Context: an optimization exercise on an open-source flow, tuned for small area. The choices shown serve that exercise and are no tape-out recipe.
In this exercise RTL edits were held to simulation tests only and were not proved equivalent to the original.
Power is estimated from default activity; no workload was simulated.

## run.sh

```bash
#!/bin/bash
# synth_recipe.tcl (not shown) runs the flow's synth.tcl, then flattens the netlist and writes it again
# the make line also repeats each setting of config.mk as NAME=value (left out here)
make -C /OpenROAD-flow-scripts/flow DESIGN_CONFIG=/design/flow/config.mk WORK_HOME=/design/flow/orfs CLKGATE_MAP_FILE= SYNTH_SCRIPT=/design/flow/synth_recipe.tcl finish
```

## design.v

```verilog
module lpe_gamma (
    input  wire [4:0] lvl_r,
    input  wire [4:0] lvl_g,
    input  wire [4:0] lvl_b,
    output reg  [7:0] duty_r,
    output reg  [7:0] duty_g,
    output reg  [7:0] duty_b
);
    always @(*) begin
        case (lvl_r)
            5'd0: duty_r = 8'd255;
            5'd1: duty_r = 8'd255;
            5'd2: duty_r = 8'd254;
            5'd3: duty_r = 8'd253;
            5'd4: duty_r = 8'd251;
            5'd5: duty_r = 8'd249;
            5'd6: duty_r = 8'd246;
            5'd7: duty_r = 8'd242;
            5'd8: duty_r = 8'd239;
            5'd9: duty_r = 8'd234;
            5'd10: duty_r = 8'd229;
            5'd11: duty_r = 8'd223;
            5'd12: duty_r = 8'd217;
            5'd13: duty_r = 8'd211;
            5'd14: duty_r = 8'd203;
            5'd15: duty_r = 8'd196;
            5'd16: duty_r = 8'd188;
            5'd17: duty_r = 8'd179;
            5'd18: duty_r = 8'd170;
            5'd19: duty_r = 8'd160;
            5'd20: duty_r = 8'd149;
            5'd21: duty_r = 8'd138;
            5'd22: duty_r = 8'd127;
            5'd23: duty_r = 8'd115;
            5'd24: duty_r = 8'd103;
            5'd25: duty_r = 8'd90;
            5'd26: duty_r = 8'd76;
            5'd27: duty_r = 8'd62;
            5'd28: duty_r = 8'd47;
            5'd29: duty_r = 8'd32;
            5'd30: duty_r = 8'd17;
            5'd31: duty_r = 8'd0;
            default: duty_r = 8'hFF;
        endcase
    end
    always @(*) begin
        case (lvl_g)
            5'd0: duty_g = 8'd255;
            5'd1: duty_g = 8'd255;
            5'd2: duty_g = 8'd255;
            5'd3: duty_g = 8'd254;
            5'd4: duty_g = 8'd253;
            5'd5: duty_g = 8'd251;
            5'd6: duty_g = 8'd249;
            5'd7: duty_g = 8'd246;
            5'd8: duty_g = 8'd243;
            5'd9: duty_g = 8'd239;
            5'd10: duty_g = 8'd234;
            5'd11: duty_g = 8'd229;
            5'd12: duty_g = 8'd224;
            5'd13: duty_g = 8'd218;
            5'd14: duty_g = 8'd211;
            5'd15: duty_g = 8'd204;
            5'd16: duty_g = 8'd196;
            5'd17: duty_g = 8'd187;
            5'd18: duty_g = 8'd178;
            5'd19: duty_g = 8'd169;
            5'd20: duty_g = 8'd158;
            5'd21: duty_g = 8'd147;
            5'd22: duty_g = 8'd136;
            5'd23: duty_g = 8'd123;
            5'd24: duty_g = 8'd110;
            5'd25: duty_g = 8'd97;
            5'd26: duty_g = 8'd82;
            5'd27: duty_g = 8'd67;
            5'd28: duty_g = 8'd52;
            5'd29: duty_g = 8'd35;
            5'd30: duty_g = 8'd18;
            5'd31: duty_g = 8'd0;
            default: duty_g = 8'hFF;
        endcase
    end
    always @(*) begin
        case (lvl_b)
            5'd0: duty_b = 8'd255;
            5'd1: duty_b = 8'd255;
            5'd2: duty_b = 8'd255;
            5'd3: duty_b = 8'd255;
            5'd4: duty_b = 8'd255;
            5'd5: duty_b = 8'd254;
            5'd6: duty_b = 8'd254;
            5'd7: duty_b = 8'd253;
            5'd8: duty_b = 8'd251;
            5'd9: duty_b = 8'd249;
            5'd10: duty_b = 8'd247;
            5'd11: duty_b = 8'd244;
            5'd12: duty_b = 8'd241;
            5'd13: duty_b = 8'd237;
            5'd14: duty_b = 8'd232;
            5'd15: duty_b = 8'd227;
            5'd16: duty_b = 8'd220;
            5'd17: duty_b = 8'd213;
            5'd18: duty_b = 8'd206;
            5'd19: duty_b = 8'd197;
            5'd20: duty_b = 8'd187;
            5'd21: duty_b = 8'd176;
            5'd22: duty_b = 8'd164;
            5'd23: duty_b = 8'd151;
            5'd24: duty_b = 8'd137;
            5'd25: duty_b = 8'd122;
            5'd26: duty_b = 8'd105;
            5'd27: duty_b = 8'd87;
            5'd28: duty_b = 8'd68;
            5'd29: duty_b = 8'd47;
            5'd30: duty_b = 8'd24;
            5'd31: duty_b = 8'd0;
            default: duty_b = 8'hFF;
        endcase
    end
endmodule
module led_phase_engine (
    input  wire        clk,
    input  wire        rst,           
    input  wire        tick,          
    input  wire        bus_valid,     
    input  wire        bus_write,     
    input  wire [7:0]  bus_addr,      
    input  wire [1:0]  bus_size,      
    input  wire [31:0] bus_wdata,
    output reg  [31:0] bus_rdata,
    output reg         bus_rvalid,    
    output wire [5:0]  anode,
    output wire        red_n,         
    output wire        green_n,
    output wire        blue_n,
    output wire        blue_oe,       
    output wire        pump_sink,
    output reg         hook_once,
    output reg         hook_twice
);
    localparam integer N_PIXELS      = 6;
    localparam [7:0]   HOOK_B_OFFSET = 8'd128;
    localparam [7:0]   DUTY_OFF      = 8'hFF;
    localparam [3:0] OP_INIT          = 4'h1;
    localparam [3:0] OP_ENABLE        = 4'h2;
    localparam [3:0] OP_DISABLE       = 4'h3;
    localparam [3:0] OP_SET_PIXEL     = 4'h4;
    localparam [3:0] OP_SET_PIXEL_RAW = 4'h5;
    localparam [3:0] OP_REQUEST_SWAP  = 4'h6;
    localparam [3:0] OP_COPY_FORWARD  = 4'h7;
    localparam [2:0] PH_CHARGEPUMP = 3'd0;
    localparam [2:0] PH_SETTLE     = 3'd1;
    localparam [2:0] PH_SHOWBLUE   = 3'd2;
    localparam [2:0] PH_SHOWRED    = 3'd3;
    localparam [2:0] PH_SHOWGREEN  = 3'd4;
    localparam [3:0] F_ILLEGAL_CMD        = 4'd1;
    localparam [3:0] F_NOT_INIT           = 4'd2;
    localparam [3:0] F_INIT_WHILE_ENABLED = 4'd3;
    localparam [3:0] F_INDEX_RANGE        = 4'd4;
    localparam [3:0] F_PERCEPTUAL_RANGE   = 4'd5;
    localparam [3:0] F_SWAP_BUSY          = 4'd6;
    localparam [3:0] F_WRITE_DURING_SWAP  = 4'd7;
    localparam [3:0] F_BUS_WIDTH_ALIGN    = 4'd8;
    localparam [3:0] F_BUS_UNMAPPED       = 4'd9;
    localparam [3:0] F_BUS_WRITE_RO       = 4'd10;
    reg  [1:0][N_PIXELS-1:0][23:0] fb;
    reg         active_sel;
    reg         swap_pending;
    reg  [3:0]  cur_pixel;
    reg  [2:0]  cur_phase;
    reg  [7:0]  cmp_buf_r, cmp_buf_g, cmp_buf_b;
    reg  [7:0]  cmp_live_r, cmp_live_g, cmp_live_b;
    reg  [7:0]  cnt_a, cnt_b;
    reg         enabled;
    reg         initialized;
    reg  [N_PIXELS-1:0] anode_q;
    reg         red_mode, green_mode, blue_mode, pump_q;
    reg  [9:0]  fault;
    reg  [3:0]  fault_cause;
    reg  [31:0] fault_info;
    wire pend_sel = ~active_sel;
    wire [3:0] op  = bus_wdata[31:28];
    wire [3:0] idx = bus_wdata[27:24];
    wire [7:0] fr  = bus_wdata[23:16];
    wire [7:0] fg  = bus_wdata[15:8];
    wire [7:0] fbv = bus_wdata[7:0];
    wire access_ok  = (bus_size == 2'd2) && (bus_addr[1:0] == 2'b00);
    wire in_regs    = (bus_addr <= 8'h24);
    wire in_active  = (bus_addr >= 8'h40) && (bus_addr <= 8'h54);
    wire in_pending = (bus_addr >= 8'h80) && (bus_addr <= 8'h94);
    wire mapped     = in_regs || in_active || in_pending;
    wire [2:0] slot = bus_addr[4:2];    
    wire fmt_n       = (op == OP_INIT) || (op == OP_ENABLE) || (op == OP_DISABLE) ||
                       (op == OP_REQUEST_SWAP) || (op == OP_COPY_FORWARD);
    wire fmt_p       = (op == OP_SET_PIXEL) || (op == OP_SET_PIXEL_RAW);
    wire illegal     = fmt_n ? (bus_wdata[27:0] != 28'd0) : !fmt_p;
    wire idx_bad     = (idx > 4'd5);
    wire lvl_bad     = (fr[7:5] != 3'd0) || (fg[7:5] != 3'd0) || (fbv[7:5] != 3'd0);
    wire [7:0] gam_r, gam_g, gam_b;
    lpe_gamma u_gamma (
        .lvl_r (fr[4:0]),
        .lvl_g (fg[4:0]),
        .lvl_b (fbv[4:0]),
        .duty_r(gam_r),
        .duty_g(gam_g),
        .duty_b(gam_b)
    );
    reg        do_fault;
    reg [3:0]  fault_code;
    reg [31:0] fault_word;
    reg        do_init, do_enable, do_disable, do_request, do_copy, do_pixel;
    reg [23:0] pixel_val;
    always @(*) begin
        do_fault   = 1'b0;
        fault_code = 4'd0;
        fault_word = bus_wdata;
        do_init    = 1'b0;
        do_enable  = 1'b0;
        do_disable = 1'b0;
        do_request = 1'b0;
        do_copy    = 1'b0;
        do_pixel   = 1'b0;
        pixel_val  = {fr, fg, fbv};
        if (bus_valid) begin
            if (!access_ok) begin
                do_fault   = 1'b1;
                fault_code = F_BUS_WIDTH_ALIGN;
                fault_word = {24'd0, bus_addr};
            end else if (!mapped) begin
                do_fault   = 1'b1;
                fault_code = F_BUS_UNMAPPED;
                fault_word = {24'd0, bus_addr};
            end else if (bus_write && bus_addr != 8'h00) begin
                do_fault   = 1'b1;
                fault_code = F_BUS_WRITE_RO;
                fault_word = {24'd0, bus_addr};
            end else if (bus_write) begin
                if (illegal) begin
                    do_fault   = 1'b1;
                    fault_code = F_ILLEGAL_CMD;
                end else begin
                    case (op)
                        OP_INIT: begin
                            if (enabled) begin
                                do_fault   = 1'b1;
                                fault_code = F_INIT_WHILE_ENABLED;
                            end else begin
                                do_init = 1'b1;
                            end
                        end
                        OP_ENABLE: begin
                            if (!initialized) begin
                                do_fault   = 1'b1;
                                fault_code = F_NOT_INIT;
                            end else if (!enabled) begin
                                do_enable = 1'b1;
                            end
                        end
                        OP_DISABLE: begin
                            do_disable = 1'b1;
                        end
                        OP_SET_PIXEL: begin
                            if (!initialized) begin
                                do_fault   = 1'b1;
                                fault_code = F_NOT_INIT;
                            end else if (idx_bad) begin
                                do_fault   = 1'b1;
                                fault_code = F_INDEX_RANGE;
                            end else if (lvl_bad) begin
                                do_fault   = 1'b1;
                                fault_code = F_PERCEPTUAL_RANGE;
                            end else if (swap_pending) begin
                                do_fault   = 1'b1;
                                fault_code = F_WRITE_DURING_SWAP;
                            end else begin
                                do_pixel  = 1'b1;
                                pixel_val = {gam_r, gam_g, gam_b};
                            end
                        end
                        OP_SET_PIXEL_RAW: begin
                            if (!initialized) begin
                                do_fault   = 1'b1;
                                fault_code = F_NOT_INIT;
                            end else if (idx_bad) begin
                                do_fault   = 1'b1;
                                fault_code = F_INDEX_RANGE;
                            end else if (swap_pending) begin
                                do_fault   = 1'b1;
                                fault_code = F_WRITE_DURING_SWAP;
                            end else begin
                                do_pixel = 1'b1;
                            end
                        end
                        OP_REQUEST_SWAP: begin
                            if (!initialized) begin
                                do_fault   = 1'b1;
                                fault_code = F_NOT_INIT;
                            end else if (swap_pending) begin
                                do_fault   = 1'b1;
                                fault_code = F_SWAP_BUSY;
                            end else begin
                                do_request = 1'b1;
                            end
                        end
                        OP_COPY_FORWARD: begin
                            if (!initialized) begin
                                do_fault   = 1'b1;
                                fault_code = F_NOT_INIT;
                            end else if (swap_pending) begin
                                do_fault   = 1'b1;
                                fault_code = F_WRITE_DURING_SWAP;
                            end else begin
                                do_copy = 1'b1;
                            end
                        end
                        default: ;
                    endcase
                end
            end
        end
    end
    wire [31:0] status = {19'd0, (fault != 10'd0), cur_pixel, 1'b0, cur_phase,
                          active_sel, initialized, enabled, swap_pending};
    wire [31:0] lines  = {12'd0, pump_q, blue_mode, green_mode, red_mode,
                          {(16-N_PIXELS){1'b0}}, anode_q};
    wire [31:0] config_word = {HOOK_B_OFFSET, 8'd8, 8'd5, 8'd6};
    reg [31:0] read_val;
    always @(*) begin
        read_val = 32'd0;
        if (access_ok) begin
            if (in_active)
                read_val = {8'd0, fb[active_sel][slot]};
            else if (in_pending)
                read_val = {8'd0, fb[pend_sel][slot]};
            else begin
                case (bus_addr)
                    8'h04: read_val = status;
                    8'h08: read_val = {22'd0, fault};
                    8'h0C: read_val = {28'd0, fault_cause};
                    8'h10: read_val = fault_info;
                    8'h14: read_val = {16'd0, cnt_b, cnt_a};
                    8'h18: read_val = {8'd0, cmp_live_r, cmp_live_g, cmp_live_b};
                    8'h1C: read_val = {8'd0, cmp_buf_r, cmp_buf_g, cmp_buf_b};
                    8'h20: read_val = lines;
                    8'h24: read_val = config_word;
                    default: read_val = 32'd0;
                endcase
            end
        end
    end
    always @(posedge clk) begin
        if (rst) begin
            bus_rvalid <= 1'b0;
            bus_rdata  <= 32'd0;
        end else begin
            bus_rvalid <= bus_valid && !bus_write;
            if (bus_valid && !bus_write)
                bus_rdata <= read_val;
        end
    end
    always @(posedge clk) begin
        if (rst) begin
            fault       <= 10'd0;
            fault_cause <= 4'd0;
            fault_info  <= 32'd0;
        end else if (do_fault) begin
            if (fault == 10'd0) begin
                fault_cause <= fault_code;
                fault_info  <= fault_word;
            end
            fault[fault_code - 4'd1] <= 1'b1;
        end
    end
    wire enabled_after = do_enable ? 1'b1 : (do_disable ? 1'b0 : enabled);
    wire do_tick       = tick && enabled_after;
    wire [7:0] cnt_a_base = do_enable ? 8'd0 : cnt_a;
    wire [7:0] cnt_b_base = do_enable ? 8'd0 : cnt_b;
    wire [7:0] cnt_a_inc  = cnt_a_base + 8'd1;
    wire [7:0] cnt_b_inc  = cnt_b_base + 8'd1;
    wire overflow   = do_tick && (cnt_a_inc == 8'd0);
    wire hook_b_hit = do_tick && !overflow && (cnt_b_inc == HOOK_B_OFFSET);
    wire swap_pending_after = swap_pending || do_request;
    wire wrap = overflow && (cur_phase == PH_SHOWGREEN) && (cur_pixel == 4'd5);
    wire [23:0] act_slot = fb[active_sel][cur_pixel[2:0]];
    wire [7:0]  act_r = act_slot[23:16];
    wire [7:0]  act_g = act_slot[15:8];
    wire [7:0]  act_b = act_slot[7:0];
    always @(posedge clk) begin
        if (rst) begin
            enabled <= 1'b0;
            cnt_a   <= 8'd0;
            cnt_b   <= 8'd0;
        end else begin
            enabled <= enabled_after;
            if (do_init) begin
                cnt_a <= 8'd0;
                cnt_b <= 8'd0;
            end else if (do_tick) begin
                cnt_a <= cnt_a_inc;
                cnt_b <= cnt_b_inc;
            end else if (do_enable) begin
                cnt_a <= 8'd0;
                cnt_b <= 8'd0;
            end
        end
    end
    always @(posedge clk) begin
        if (rst) begin
            hook_once  <= 1'b0;
            hook_twice <= 1'b0;
        end else begin
            hook_once  <= overflow;
            hook_twice <= overflow || hook_b_hit;
        end
    end
    always @(posedge clk) begin
        if (rst || do_init) begin
            cmp_buf_r  <= DUTY_OFF;
            cmp_buf_g  <= DUTY_OFF;
            cmp_buf_b  <= DUTY_OFF;
            cmp_live_r <= DUTY_OFF;
            cmp_live_g <= DUTY_OFF;
            cmp_live_b <= DUTY_OFF;
            cur_pixel  <= 4'd0;
            cur_phase  <= PH_CHARGEPUMP;
            anode_q    <= {N_PIXELS{1'b0}};
            red_mode   <= 1'b0;
            green_mode <= 1'b0;
            blue_mode  <= 1'b0;
            pump_q     <= 1'b0;
        end else if (do_disable) begin
            anode_q    <= {N_PIXELS{1'b0}};
            red_mode   <= 1'b0;
            green_mode <= 1'b0;
            blue_mode  <= 1'b0;
            pump_q     <= 1'b0;
        end else if (do_enable) begin
            cmp_buf_r  <= DUTY_OFF;
            cmp_buf_g  <= DUTY_OFF;
            cmp_buf_b  <= DUTY_OFF;
            cmp_live_r <= DUTY_OFF;
            cmp_live_g <= DUTY_OFF;
            cmp_live_b <= DUTY_OFF;
            red_mode   <= 1'b1;
            green_mode <= 1'b1;
        end else if (overflow) begin
            cmp_live_r <= cmp_buf_r;
            cmp_live_g <= cmp_buf_g;
            cmp_live_b <= cmp_buf_b;
            case (cur_phase)
                PH_CHARGEPUMP: begin
                    anode_q <= {N_PIXELS{1'b0}};
                    if (act_b != DUTY_OFF) begin
                        blue_mode <= 1'b1;
                        pump_q    <= 1'b1;
                    end
                    cur_phase <= PH_SETTLE;
                end
                PH_SETTLE: begin
                    pump_q              <= 1'b0;
                    anode_q[cur_pixel[2:0]] <= 1'b1;
                    cmp_buf_b           <= act_b;
                    cur_phase           <= PH_SHOWBLUE;
                end
                PH_SHOWBLUE: begin
                    cmp_buf_b <= DUTY_OFF;
                    cmp_buf_r <= act_r;
                    cur_phase <= PH_SHOWRED;
                end
                PH_SHOWRED: begin
                    blue_mode <= 1'b0;
                    cmp_buf_r <= DUTY_OFF;
                    cmp_buf_g <= act_g;
                    cur_phase <= PH_SHOWGREEN;
                end
                default: begin   
                    cmp_buf_g <= DUTY_OFF;
                    cur_phase <= PH_CHARGEPUMP;
                    if (cur_pixel == 4'd5)
                        cur_pixel <= 4'd0;
                    else
                        cur_pixel <= cur_pixel + 4'd1;
                end
            endcase
        end
    end
    always @(posedge clk) begin
        if (rst || do_init) begin
            active_sel   <= 1'b0;
            swap_pending <= 1'b0;
        end else if (wrap && swap_pending_after) begin
            active_sel   <= ~active_sel;
            swap_pending <= 1'b0;
        end else begin
            swap_pending <= swap_pending_after;
        end
    end
    always @(posedge clk) begin
        if (rst)
            initialized <= 1'b0;
        else if (do_init)
            initialized <= 1'b1;
    end
    integer k, i;
    always @(posedge clk) begin
        if (!rst) begin
            for (k = 0; k < 2; k = k + 1) begin
                for (i = 0; i < N_PIXELS; i = i + 1) begin
                    if (do_init)
                        fb[k][i] <= {3{DUTY_OFF}};
                    else if (k[0] == pend_sel) begin
                        if (do_copy)
                            fb[k][i] <= fb[~k[0]][i];
                        else if (do_pixel && idx == i[3:0])
                            fb[k][i] <= pixel_val;
                    end
                end
            end
        end
    end
    assign anode     = anode_q;
    assign pump_sink = pump_q;
    assign blue_oe   = blue_mode;
    assign red_n     = !(red_mode   && (cnt_a > cmp_live_r));
    assign green_n   = !(green_mode && (cnt_a > cmp_live_g));
    assign blue_n    = !(blue_mode  && (cnt_b > cmp_live_b));
endmodule
```

## config.mk

```make
export PLATFORM = sky130hd
export DESIGN_NAME = led_phase_engine
export DESIGN_NICKNAME = led_phase_engine
export VERILOG_FILES = /design/flow/design.v
export SDC_FILE = /design/flow/constraint.sdc
export NUM_CORES = 4
export LEC_CHECK = 0
export CAP_MARGIN = 20
export CORE_MARGIN = 2
export CORE_UTILIZATION = 40
export PLACE_DENSITY = 0.6
export SLEW_MARGIN = 20
```

## constraint.sdc

```tcl
create_clock -name core_clock -period 8.0 [get_ports {clk}]
set_input_delay 1.6000 -clock core_clock [delete_from_list [all_inputs] [get_ports {clk}]]
set_output_delay 1.6000 -clock core_clock [all_outputs]
set_load 0.01 [all_outputs]
```

==> flow_summary.yaml <==
outcome:
  outcome: "finished clean"
cts:
  ctsRootBufferMaster: "clkbuf_16"
  tritoncts: "done"
  htreeDepth: 2
  clkLatencyLatePin_ps: 650
  cts_hold_buffers: 0
  clkSlewWorstSetupHoldPaths_ps: 60
  numCtsBuffers: 54
  clockBufferDepth: 3
  postCtsSetupRepairBufs: 0
  numClockSinks: 453
  ctsResizeCount: 0
placed_design:
  dp_hpwl_um: 105000
  place_ws_ps: 936
  portBuffers: 92
  dpl_cell_area_um2: 42600
  gp_congestion: 0.996
global_routing:
  grt_max_degree: 161
  first_global_vias: 31700
  antenna_found_initial: 2
  grt_overflow: 0
  grt_usage: 0.289
  grt_pass1_wl_um: 224000
floorplan:
  die_h_um: 322
  die_area_um2: 104000
  initial_utilization: 0.403
  rows: 116
  core_area_um2: 100000
  die_width_um: 322
  io_pins: 93
synth:
  async_flop_share: 0
  synth-edff-count: 288
  synth_xor_area_frac: 0.00845
  yosysWarnings: 2
  syn_area_um2: 40400
  synthFlopType: "edfxtp_1"
  synth_area_per_cell_um2: 11.8
  yosysSeqAreaShare: 0.296
  synth_compound_area_frac: 0.159
  synth_top_family_by_area: "multiplexers"
  synth_top_area_cell: "mux4_2"
  synth_common_cells: "mux4_2 (594), a21o_1 (301), edfxtp_1 (288)"
  synthCells: 3431
  ys_top_cells_by_area: "mux4_2 (33%), edfxtp_1 (21%), dfxtp_1 (8.2%), a21o_1 (5.6%), mux2i_1 (4.7%)"
  synth_fa_ha_area_frac: 0.0245
  synth_cell_type_count: 92
  syn-num-nets: 3556
  synthMuxAreaShare: 0.386
  netlist.area_leader.share: 0.331
  yosys.area_share.simple: 0.0824
  ys_seq_elements: 453
  yosysMostFrequentCell: "mux4_2"
worst_setup_path:
  crit_arrival_ps: 7160
  end_kind: "flop"
  cp_num_buf_inv: 3
  path_delay_family: "compound AO/OA/AOI/OAI gates"
  crit_path_max_fanout: 34
  crit_chain: "clkdlybuf4s50_1 > inv_1 > ha_1 > and3b_1 > o2111ai_1 > o31ai_2 > nand4_1 > nor4_2 > buf_4 > nor2_1 > ha_1 > a211oi_1 > o211a_1 > o21ai_0 > a21o_2 > nor3_1 > o21ai_0 > nand2_1"
  worstPathRequired_ps: 8590
  crit_type: "in -> reg"
  slowest_delay_ps: 680
  crit_slowest_cell: "nor3_1"
  start_kind: "input port"
sta:
  final.setup.worst_slack_ps: 1430
  finalClockSkew_ps: 16.8
  rsz0062_at_grt: "false"
  fmax_ghz: 0.152
  hold_viol: 0
  setup_viol: 0
  slew_headroom: 0.163
  fin_crit_sh: 0.821
  final_max_slew_viol_count: 0
  setup_tns_ps: 0
  min_period_ps: 6570
  holdWs_ps: 448
  worstMarginPinSlew_ps: 1250
routing:
  routed_via_density: 7.29
  drtIter0Drc: 5281
  wl_per_cell_um: 32.7
  first_pass_iters: 6
  vias: 33900
  postRouteAntennaNets: 0
  routed_wl_um: 152000
  route.detailed.drc: 0
final_layout:
  syn_to_final_growth_pct: 10.1
  regArea_um2: 12000
  layout-drive-gt1-share: 0.263
  fin_nets: 3434
  finish.instance_area_um2: 44500
  final_core_util: 0.444
  fillers: 9111
  multi_input_area_um2: 27000
power:
  p_per_area_nw_per_um2: 148
  ir_drop_mv: 0.167
  p_leak_nw: 15.9
worst_hold_path:
  hp-class: "reg -> reg"
flow_run:
  max_cap_violations: 0
cell type report:
type,count,area share
multi-input cells,2548,0.607
flip-flops and latches,453,0.269
repair buffers,188,0.0395
well taps,1298,0.0365
clock buffers,77,0.0358
clock inverters,24,0.00655
inverters,64,0.00540
diodes,2,0.000112
kinds of logic after synthesis:
family	Yosys count
simple gates	688
compound gates	937
xor+xnor	34
fa+ha+maj	78
flops	453
mux	811
buf+inv	430
power breakdown:
part | switching (mW) | internal [mW] | total (mW)
logic | 0.788 | 0.639 | 1.43
registers | 0.0171 | 2.49 | 2.51
clock network | 1.09 | 1.58 | 2.67
worst paths after layout:
path	from	slack, ps	end	cells after the start
setup / recovery	bus_wdata[17]	1430	cmp_buf_b[7]$_SDFFE_PP1P_	18
hold / removal	fault_info[27]$_SDFFE_PP0P_	450	fault_info[27]$_SDFFE_PP0P_	2
setup reg to reg	cur_pixel[0]$_SDFFE_PP0P_	2670	blue_mode$_SDFFE_PP0P_	13
hold reg to reg	fault_info[27]$_SDFFE_PP0P_	450	fault_info[27]$_SDFFE_PP0P_	2
sequential cells by signal, summed over array words and instances (netlist names), 6 cells and up:
signal,count
fault,10
cnt_b,8
cmp_buf_r,8
fault_info,32
cmp_live_b,8
fb,288
cmp_buf_b,8
cnt_a,8
cmp_live_r,8
anode_q,6
cmp_buf_g,8
bus_rdata,32
cmp_live_g,8
worst min-delay path, stage by stage (launching register included):
cell and delay (ps):
dfxtp_1 310, nand2_1 50, a21oi_1 50
through the flow:
| stage | cells | power [mW] |
|---|---|---|
| 6_report | 4654 | 6.61 |
| 3_3_place_gp | 4550 | 3.94 |
| 3_5_place_dp | 4550 | 3.95 |
| 5_1_grt | 4653 | 6.77 |
| 4_1_cts | 4651 | 6.61 |
| 2_1_floorplan | 3431 | 3.54 |
cells in the final DEF, fill, tap and decap left out, drive strengths merged, types with 21 or more instances in the layout:
cell           instances
ha                    76
nor3                  57
edfxtp               288
o211ai                24
and3                  23
o21ai                135
a221oi                21
buf                   97
nor2b                 30
inv                   67
clkbuf                78
mux4                 594
a21o                 301
a31oi                 54
a211oi                31
a21oi                171
nor2                 186
a22oi                 32
dfxtp                165
mux2                  28
nand3                 65
o221ai                40
mux2i                189
clkdlybuf4s50         90
nand2                204
per-layer routing:
layer	global-route usage	part of all wire	wire length, µm	up-vias
met3	0.0677	0.13	19500	387
met5	0	0.000085	13	-
met4	0.140	0.058	8790	2
met2	0.433	0.44	67100	2526
met1	0.396	0.37	56700	17200
li1	-	-	-	13800

## afterwards: timing with drivers on the ports
The results above use ideal ports. As a check the final layout listed here was re-extracted and re-timed, cells and wires unchanged. Step 1, drivers: a clkbuf_16 drives clk and a buf_2 each remaining input, both assumed. Step 2 also shifts input and output timing later by t, the mid clock arrival at the registers, as if the neighbouring blocks saw the same clock. Slacks: no drivers / after step 1 / after step 2; pairs: no drivers / after step 1.
t, ns: 0.718
setup slack, ns: 1.431 / 1.479 / 0.762
hold WS [ns]: 0.448 / 0.448 / 0.448
worst setup path at the end: input to register
clock arrival spread, ns: 0.016 / 0.017
After both steps this run still meets setup and hold. For this run, drivers alone change the setup slack by +0.048 ns; drivers and shift together by -0.669 ns.
